From an optimization exercise on the open Yosys and OpenROAD flow, aimed at small area, a short achievable clock period and few clock cycles; shortcuts taken in it are not production practice. Function was checked by simulation only, so behaviour that the tests miss may differ from the original. Power and IR drop assume default switching activity.

## north
==> flow/design.v (excerpt) <==
module openlst_rf_codec (
    input  wire        clk,
    input  wire        rst,
    input  wire [15:0] self_id,
    input  wire        fwd_en,
    input  wire        rx_valid,
    input  wire [7:0]  rx_data,
    output wire        rx_ready,
    output wire        pay_valid,
    output wire [7:0]  pay_data,
    output wire        res_valid,
    output wire [1:0]  res_status,
    output wire [1:0]  res_route,
    output wire [7:0]  res_len,
    output wire [15:0] res_dev_id,
    output wire [15:0] res_seq,
    output wire [7:0]  res_subsys,
    output wire [7:0]  res_opcode,
    output wire        res_fbit,
    input  wire        tx_valid,
    input  wire [7:0]  tx_data,
    input  wire        tx_fbit,
    output wire        tx_ready,
    output wire        pkt_valid,
    output wire [7:0]  pkt_data,
    input  wire        pkt_ready,
    output wire [31:0] cnt_good,
    output wire [31:0] cnt_rej_crc,
    output wire [31:0] cnt_rej_other,
    output wire [31:0] cnt_sent
);
Settings: LEC_CHECK=0, CAP_MARGIN=20, CORE_MARGIN=2, CORE_UTILIZATION=60, CTS_CLUSTER_DIAMETER=60, CTS_CLUSTER_SIZE=20, PLACE_DENSITY=0.75, SETUP_SLACK_MARGIN=2.8, SLEW_MARGIN=20; clock period 5.0 ns.
standard.sh (not shown) runs the stock make flow with config.mk's settings and CLKGATE_MAP_FILE= SYNTH_SCRIPT=/design/flow/synth_recipe.tcl, a recipe that flattens the netlist after the stock synthesis.
==> flow/flow/run.sh <==
#!/bin/bash
# Standard layout, with the port buffers made from buf_2 cells.
set -euo pipefail
export BUFFER_PORTS_ARGS="-buffer_cell sky130_fd_sc_hd__buf_2"
bash standard.sh > flow_standard.log 2>&1
Testbench counts of north, summed over its fixed seeds: cycles 102,794.
For south, these inputs were changed with respect to north:
==> flow/flow/run.sh <==
#!/bin/bash
# Standard layout, with the port buffers made from buf_1 cells.
set -euo pipefail
export BUFFER_PORTS_ARGS="-buffer_cell sky130_fd_sc_hd__buf_1"
bash standard.sh > flow_standard.log 2>&1
diff --git a/flow/config.mk b/flow/config.mk
--- a/flow/config.mk
+++ b/flow/config.mk
@@ -9,6 +9,6 @@
 export CORE_MARGIN = 2
-export CORE_UTILIZATION = 60
-export CTS_CLUSTER_DIAMETER = 60
-export CTS_CLUSTER_SIZE = 20
-export PLACE_DENSITY = 0.75
+export CORE_UTILIZATION = 70
+export CTS_CLUSTER_DIAMETER = 100
+export CTS_CLUSTER_SIZE = 30
+export PLACE_DENSITY = 0.8
 export SETUP_SLACK_MARGIN = 2.8
## What came out
On shortest clock period the worst path allows after layout: between south and north, it ends up higher for south. When south is set beside north, its cell count turns out to be 49 smaller. When south is set beside north, its non-clock buffer count turns out to be 8 smaller.
Input changes introduced in east (baseline for comparison: south):
==> flow/flow/run.sh <==
#!/bin/bash
# Standard layout, with the port buffers made from buf_2 cells.
set -euo pipefail
export BUFFER_PORTS_ARGS="-buffer_cell sky130_fd_sc_hd__buf_2"
bash standard.sh > flow_standard.log 2>&1
diff --git a/flow/config.mk b/flow/config.mk
--- a/flow/config.mk
+++ b/flow/config.mk
@@ -9,7 +9,5 @@
 export CORE_MARGIN = 2
-export CORE_UTILIZATION = 70
-export CTS_CLUSTER_DIAMETER = 100
-export CTS_CLUSTER_SIZE = 30
-export PLACE_DENSITY = 0.8
-export SETUP_SLACK_MARGIN = 2.8
+export CORE_UTILIZATION = 40
+export PLACE_DENSITY = 0.6
+export SETUP_SLACK_MARGIN = 3
 export SLEW_MARGIN = 20
[summary]
- east reached the end of the flow, and the finished layout is clean on the timing, design-rule and antenna checks.
- In the flow results for east and south, the routed wire length is larger on east.
- Per the comparison of east with south, area added between synthesis and finish higher; utilization of the core after routing now smaller.

---

Another version of the RTL of openlst_rf_codec (not shown whole).
Size: ~1300 cells after synthesis, about 300 flip-flops, roughly 250 I/O pins, about 0.014 mm^2 of cells after synthesis.
==> flow/config.mk <==
export PLATFORM = sky130hd
export DESIGN_NAME = openlst_rf_codec
export DESIGN_NICKNAME = openlst_rf_codec
export VERILOG_FILES = /design/flow/design.v
export SDC_FILE = /design/flow/constraint.sdc
export NUM_CORES = 4
export LEC_CHECK = 0
export CAP_MARGIN = 20
export CORE_MARGIN = 2
export CORE_UTILIZATION = 70
export CTS_CLUSTER_DIAMETER = 100
export CTS_CLUSTER_SIZE = 30
export GPL_TIMING_DRIVEN = 0
export PLACE_DENSITY = 0.8
export SETUP_SLACK_MARGIN = 2.8
export SLEW_MARGIN = 20
==> flow/constraint.sdc <==
create_clock -name core_clock -period 5.0 [get_ports {clk}]
set_input_delay 1.0000 -clock core_clock [delete_from_list [all_inputs] [get_ports {clk}]]
set_output_delay 1.0000 -clock core_clock [all_outputs]
set_load 0.01 [all_outputs]
==> flow/flow/run.sh <==
#!/bin/bash
# Standard layout, with the port buffers made from buf_1 cells.
set -euo pipefail
export BUFFER_PORTS_ARGS="-buffer_cell sky130_fd_sc_hd__buf_1"
bash standard.sh > flow_standard.log 2>&1
The baseline completed with no timing, DRC or antenna violations.
Testbench counts at the start, summed over its fixed seeds: cycles 102,794.
==> next run, changes <==
- CTS_CLUSTER_DIAMETER: 100 -> 80
- CTS_CLUSTER_SIZE: 30 -> 24
- GPL_TIMING_DRIVEN: 0 -> unset
Outcome: Critical path depth came out lower by 5; worst hold slack gets better by 0.032 ns; fmax came out higher by 1.6%; power stays flat; clock-buffer cell count came out lower by 1; synthesized area stays the same; worst setup slack gets better by 0.034 ns; design area came out lower by 1.5%.
==> next run, changes <==
- CTS_CLUSTER_DIAMETER: 80 -> 100
- CTS_CLUSTER_SIZE: 24 -> 30
- SETUP_SLACK_MARGIN: 2.8 -> 2.87
After rerunning: First-iteration DRC count shrinks by roughly a tenth. Core utilization grows by 2.4 points. Final area grows by a few percent. Sequential power barely changes. Maximum frequency grows slightly. Die area stays the same. Routed wire length grows by a few percent. Cell count grows by a few percent. Worst setup slack is better by 0.018 ns.
==> next run, changes <==
- CAP_MARGIN: 20 -> 10
- CORE_UTILIZATION: 70 -> 65
- PLACE_DENSITY: 0.8 -> 0.75
- SETUP_SLACK_MARGIN: 2.87 -> 2.8
- SLEW_MARGIN: 20 -> 10
What happened:
- The new run produced a clean layout
- final cell count shrinks slightly
- hold slack is about the same
- total power shrinks by a few percent
- sequential share of layout area grows by 0.93 points
- die area grows by a little under a tenth
- via count shrinks by a few percent
- register-to-register slack degrades by 0.02 ns
- worst setup slack degrades by 0.0038 ns
- utilization shrinks by 8.3 points
==> next run, changes <==
==> flow/flow/run.sh (replaced) <==
#!/bin/bash
# Standard layout, with the port buffers made from buf_2 cells.
set -euo pipefail
export BUFFER_PORTS_ARGS="-buffer_cell sky130_fd_sc_hd__buf_2"
bash standard.sh > flow_standard.log 2>&1
- CAP_MARGIN: 10 -> 20
- CORE_UTILIZATION: 65 -> 70
- PLACE_DENSITY: 0.75 -> 0.8
- SLEW_MARGIN: 10 -> 20
Effect:
- The new run went through all stages and came out clean
- final cell count fell by 0.34%
- non-clock buffer count rose by 4
- count of clock-buffer cells in the layout fell by 1
- wire length rose by 3.5%
- sequential share of layout area fell by 1.1 points
- synthesized cell count does not change
==> next run, changes <==
==> flow/flow/run.sh (replaced) <==
#!/bin/bash
# Standard layout, with the port buffers made from buf_1 cells.
set -euo pipefail
export BUFFER_PORTS_ARGS="-buffer_cell sky130_fd_sc_hd__buf_1"
bash standard.sh > flow_standard.log 2>&1
- CTS_BUF_LIST: unset -> sky130_fd_sc_hd__clkbuf_8 sky130_fd_sc_hd__clkbuf_16
- CTS_CLUSTER_DIAMETER: 100 -> 70
- CTS_CLUSTER_SIZE: 30 -> 20
- via count rose by 0.43%
- die area is unchanged
- first-iteration DRC count rises by 2.4%
- routed wire length grows by 0.50%
- sequential share of layout area goes up by 0.85 points
- maximum frequency rises by 0.43%
- non-clock buffer count falls by 7

---

v6:
Another version of the RTL of openlst_rf_codec (not shown whole).
For scale: ~1400 cells after synthesis, ~300 flip-flops, roughly 14000 sq um of cells after synthesis.
## openlst_rf_codec
module openlst_rf_codec (
    input  wire        clk,
    input  wire        rst,
    input  wire [15:0] self_id,
    input  wire        fwd_en,
    input  wire        rx_valid,
    input  wire [7:0]  rx_data,
    output wire        rx_ready,
    output wire        pay_valid,
    output wire [7:0]  pay_data,
    output wire        res_valid,
    output wire [1:0]  res_status,
    output wire [1:0]  res_route,
    output wire [7:0]  res_len,
    output wire [15:0] res_dev_id,
    output wire [15:0] res_seq,
    output wire [7:0]  res_subsys,
    output wire [7:0]  res_opcode,
    output wire        res_fbit,
    input  wire        tx_valid,
    input  wire [7:0]  tx_data,
    input  wire        tx_fbit,
    output wire        tx_ready,
    output wire        pkt_valid,
    output wire [7:0]  pkt_data,
    input  wire        pkt_ready,
    output wire [31:0] cnt_good,
    output wire [31:0] cnt_rej_crc,
    output wire [31:0] cnt_rej_other,
    output wire [31:0] cnt_sent
);
export LEC_CHECK = 0
export CAP_MARGIN = 20
export CORE_MARGIN = 2
export CORE_UTILIZATION = 40
export PLACE_DENSITY = 0.6
export SLEW_MARGIN = 20
create_clock -name core_clock -period 5.0 [get_ports {clk}]
==> flow/flow/run.sh <==
#!/bin/bash
# Standard layout, with the port buffers made from buf_2 cells.
set -euo pipefail
export BUFFER_PORTS_ARGS="-buffer_cell sky130_fd_sc_hd__buf_2"
bash standard.sh > flow_standard.log 2>&1
Testbench counts of v6, summed over its fixed seeds: cycles 102,794.
#### Input delta (v7 over v6)
- SETUP_SLACK_MARGIN: unset -> 3
==> flow/run.sh (new file) <==
#!/bin/bash
# synth_recipe.tcl (not shown) runs the flow's synth.tcl, then flattens the netlist and writes it again
# the make line also repeats each setting of config.mk as NAME=value (left out here)
make -C /OpenROAD-flow-scripts/flow DESIGN_CONFIG=/design/flow/config.mk WORK_HOME=/design/flow/orfs CLKGATE_MAP_FILE= SYNTH_SCRIPT=/design/flow/synth_recipe.tcl finish
removed: flow/flow/run.sh
removed: flow/standard.sh
Results
- v7 has completed all stages; timing, DRC and antenna checks passed.
- As far as net switching fraction of the power is concerned, v7 and v6 perform about the same.
- Where maximum frequency is concerned, v6 is outperformed by v7.
- Taking v6 as the reference, in v7 weighted congestion reported at the end of routability-driven placement decreased by about 3.3% relative to the old numbers, final instance count without filler cells increased by 11% relative to the old numbers.
- Endpoint of the worst setup timing path: u_tx.have_m -> v6, u_rx.cnt_good[5] -> v7
- | reg-to-reg setup timing slack | higher: v7 |
- Between v6 and v7, the worst hold slack after final layout is higher for v7.

---

Setup of job 103:
openlst_rf_codec with an RTL version that a note above also has.
Size in the first run: about 300 flip-flops, about 250 I/O pins, about 14000 um^2 of cells after synthesis.
export LEC_CHECK = 0
export CAP_MARGIN = 10
export CORE_MARGIN = 2
export CORE_UTILIZATION = 70
export CTS_CLUSTER_DIAMETER = 100
export CTS_CLUSTER_SIZE = 30
export PLACE_DENSITY = 0.8
export SETUP_SLACK_MARGIN = 2.8
export SLEW_MARGIN = 10
create_clock -name core_clock -period 5.0 [get_ports {clk}]
==> flow/flow/run.sh <==
#!/bin/bash
# Standard layout, with the port buffers made from buf_1 cells.
set -euo pipefail
export BUFFER_PORTS_ARGS="-buffer_cell sky130_fd_sc_hd__buf_1"
bash standard.sh > flow_standard.log 2>&1
Testbench counts of job 103, summed over its fixed seeds: cycles 102,794.
For job 102, these inputs were changed with respect to job 103:
# job 103
export LEC_CHECK = 0
export CAP_MARGIN = 10
export CORE_MARGIN = 2
export CORE_UTILIZATION = 70
export CTS_CLUSTER_DIAMETER = 100
export CTS_CLUSTER_SIZE = 30
export PLACE_DENSITY = 0.8
export SETUP_SLACK_MARGIN = 2.8
export SLEW_MARGIN = 10
create_clock -name core_clock -period 5.0 [get_ports {clk}]
# job 102
export LEC_CHECK = 0
export CAP_MARGIN = 20
export CORE_MARGIN = 2
export CORE_UTILIZATION = 70
export CTS_CLUSTER_DIAMETER = 100
export CTS_CLUSTER_SIZE = 30
export PLACE_DENSITY = 0.8
export SETUP_SLACK_MARGIN = 2.8
export SLEW_MARGIN = 20
create_clock -name core_clock -period 5.0 [get_ports {clk}]
==> comparison <==
Diff job 103 -> job 102: number of top-level pins held; summed instance area of the synthesized netlist held; data required time of the critical path held.

---

RTL: one of the versions met above, not the one the previous note started from.
Size: ~1,300 cells after synthesis, ~250 I/O pins, roughly 14,000 um^2 of cells after synthesis.
==> flow/config.mk <==
export PLATFORM = sky130hd
export DESIGN_NAME = openlst_rf_codec
export DESIGN_NICKNAME = openlst_rf_codec
export VERILOG_FILES = /design/flow/design.v
export SDC_FILE = /design/flow/constraint.sdc
export NUM_CORES = 4
export LEC_CHECK = 0
export ABC_CLOCK_PERIOD_IN_PS = 2000
export CAP_MARGIN = 20
export CORE_MARGIN = 2
export CORE_UTILIZATION = 70
export CTS_CLUSTER_DIAMETER = 100
export CTS_CLUSTER_SIZE = 30
export PLACE_DENSITY = 0.8
export SETUP_SLACK_MARGIN = 2.8
export SLEW_MARGIN = 20
==> flow/constraint.sdc <==
create_clock -name core_clock -period 5.0 [get_ports {clk}]
set_input_delay 1.0000 -clock core_clock [delete_from_list [all_inputs] [get_ports {clk}]]
set_output_delay 1.0000 -clock core_clock [all_outputs]
set_load 0.01 [all_outputs]
==> flow/flow/run.sh <==
#!/bin/bash
# Standard layout, with the port buffers made from buf_2 cells.
set -euo pipefail
export BUFFER_PORTS_ARGS="-buffer_cell sky130_fd_sc_hd__buf_2"
bash standard.sh > flow_standard.log 2>&1
The baseline went through all stages and came out clean.
Testbench counts at the start, summed over its fixed seeds: cycles 102,794.
Next try:
ABC_CLOCK_PERIOD_IN_PS = unset   (was 2000)
CORE_UTILIZATION = 60   (was 70)
PLACE_DENSITY = 0.75   (was 0.8)
SETUP_SLACK_MARGIN = 2.9   (was 2.8)
=> The changed run produced a clean layout. Routed wire length falls by 1.1%. Combinational power increases by about 3%. Total power came out higher by 0.30%. Clock-buffer cell count is unchanged. Critical path depth is unchanged.

-- what the ideal ports hide --
The results above use ideal ports. As a check the final layouts listed here were re-extracted and re-timed, cells and wires unchanged. Step 1 (the two cells are an assumption about what drives the block):
set clk [get_ports {clk}]
set_driving_cell -lib_cell sky130_fd_sc_hd__clkbuf_16 $clk
set_driving_cell -lib_cell sky130_fd_sc_hd__buf_2 [delete_from_list [all_inputs] $clk]
Step 2 adds t to the input delays and takes it off the output delays; t is the mean of the earliest and latest rising clock arrival at the registers after step 1. Input paths then give back, and output paths get back, about the clock's delay inside the block. Three values: no drivers, after step 1, after step 2; two values: the first two.
run	shift t [ns]	setup slack, ns	hold slack, ns	worst setup path after step 2	pins driven straight from the clock port
north	0.581	2.811 / 2.764 / 2.308	0.484 / 0.484 / 0.484	input to register	1
south	0.532	2.806 / 2.763 / 2.380	0.487 / 0.487 / 0.487	input to register	1
east	0.553	2.870 / 2.819 / 2.498	0.466 / 0.466 / 0.466	input to register	1
the first run of note 2	0.528	2.797 / 2.781 / 2.307	0.452 / 0.452 / 0.452	input to register	1
the second run of note 2	0.530	2.831 / 2.785 / 2.381	0.484 / 0.484 / 0.484	input to register	1
the third run of note 2	0.531	2.848 / 2.803 / 2.435	0.484 / 0.484 / 0.484	input to register	1
the fourth run of note 2	0.520	2.845 / 2.801 / 2.393	0.485 / 0.485 / 0.485	input to register	1
the fifth run of note 2	0.530	2.833 / 2.786 / 2.355	0.478 / 0.478 / 0.478	input to register	1
the sixth run of note 2	0.542	2.843 / 2.798 / 2.410	0.487 / 0.487 / 0.487	input to register	1
v6	0.553	2.207 / 2.207 / 2.154	0.442 / 0.442 / 0.442	input to register	1
v7	0.555	2.788 / 2.784 / 2.462	0.457 / 0.457 / 0.457	input to register	1
job 103	0.525	2.841 / 2.795 / 2.399	0.492 / 0.492 / 0.492	input to register	1
job 102	0.525	2.841 / 2.795 / 2.399	0.492 / 0.492 / 0.492	input to register	1
the first run of note 5	0.534	2.797 / 2.747 / 2.420	0.506 / 0.506 / 0.506	input to register	1
the second run of note 5	0.528	2.852 / 2.807 / 2.405	0.493 / 0.493 / 0.493	input to register	1
After both steps every run listed still meets setup and hold. For north, which loses most, drivers alone change the setup slack by -0.047 ns; drivers and shift together by -0.503 ns.
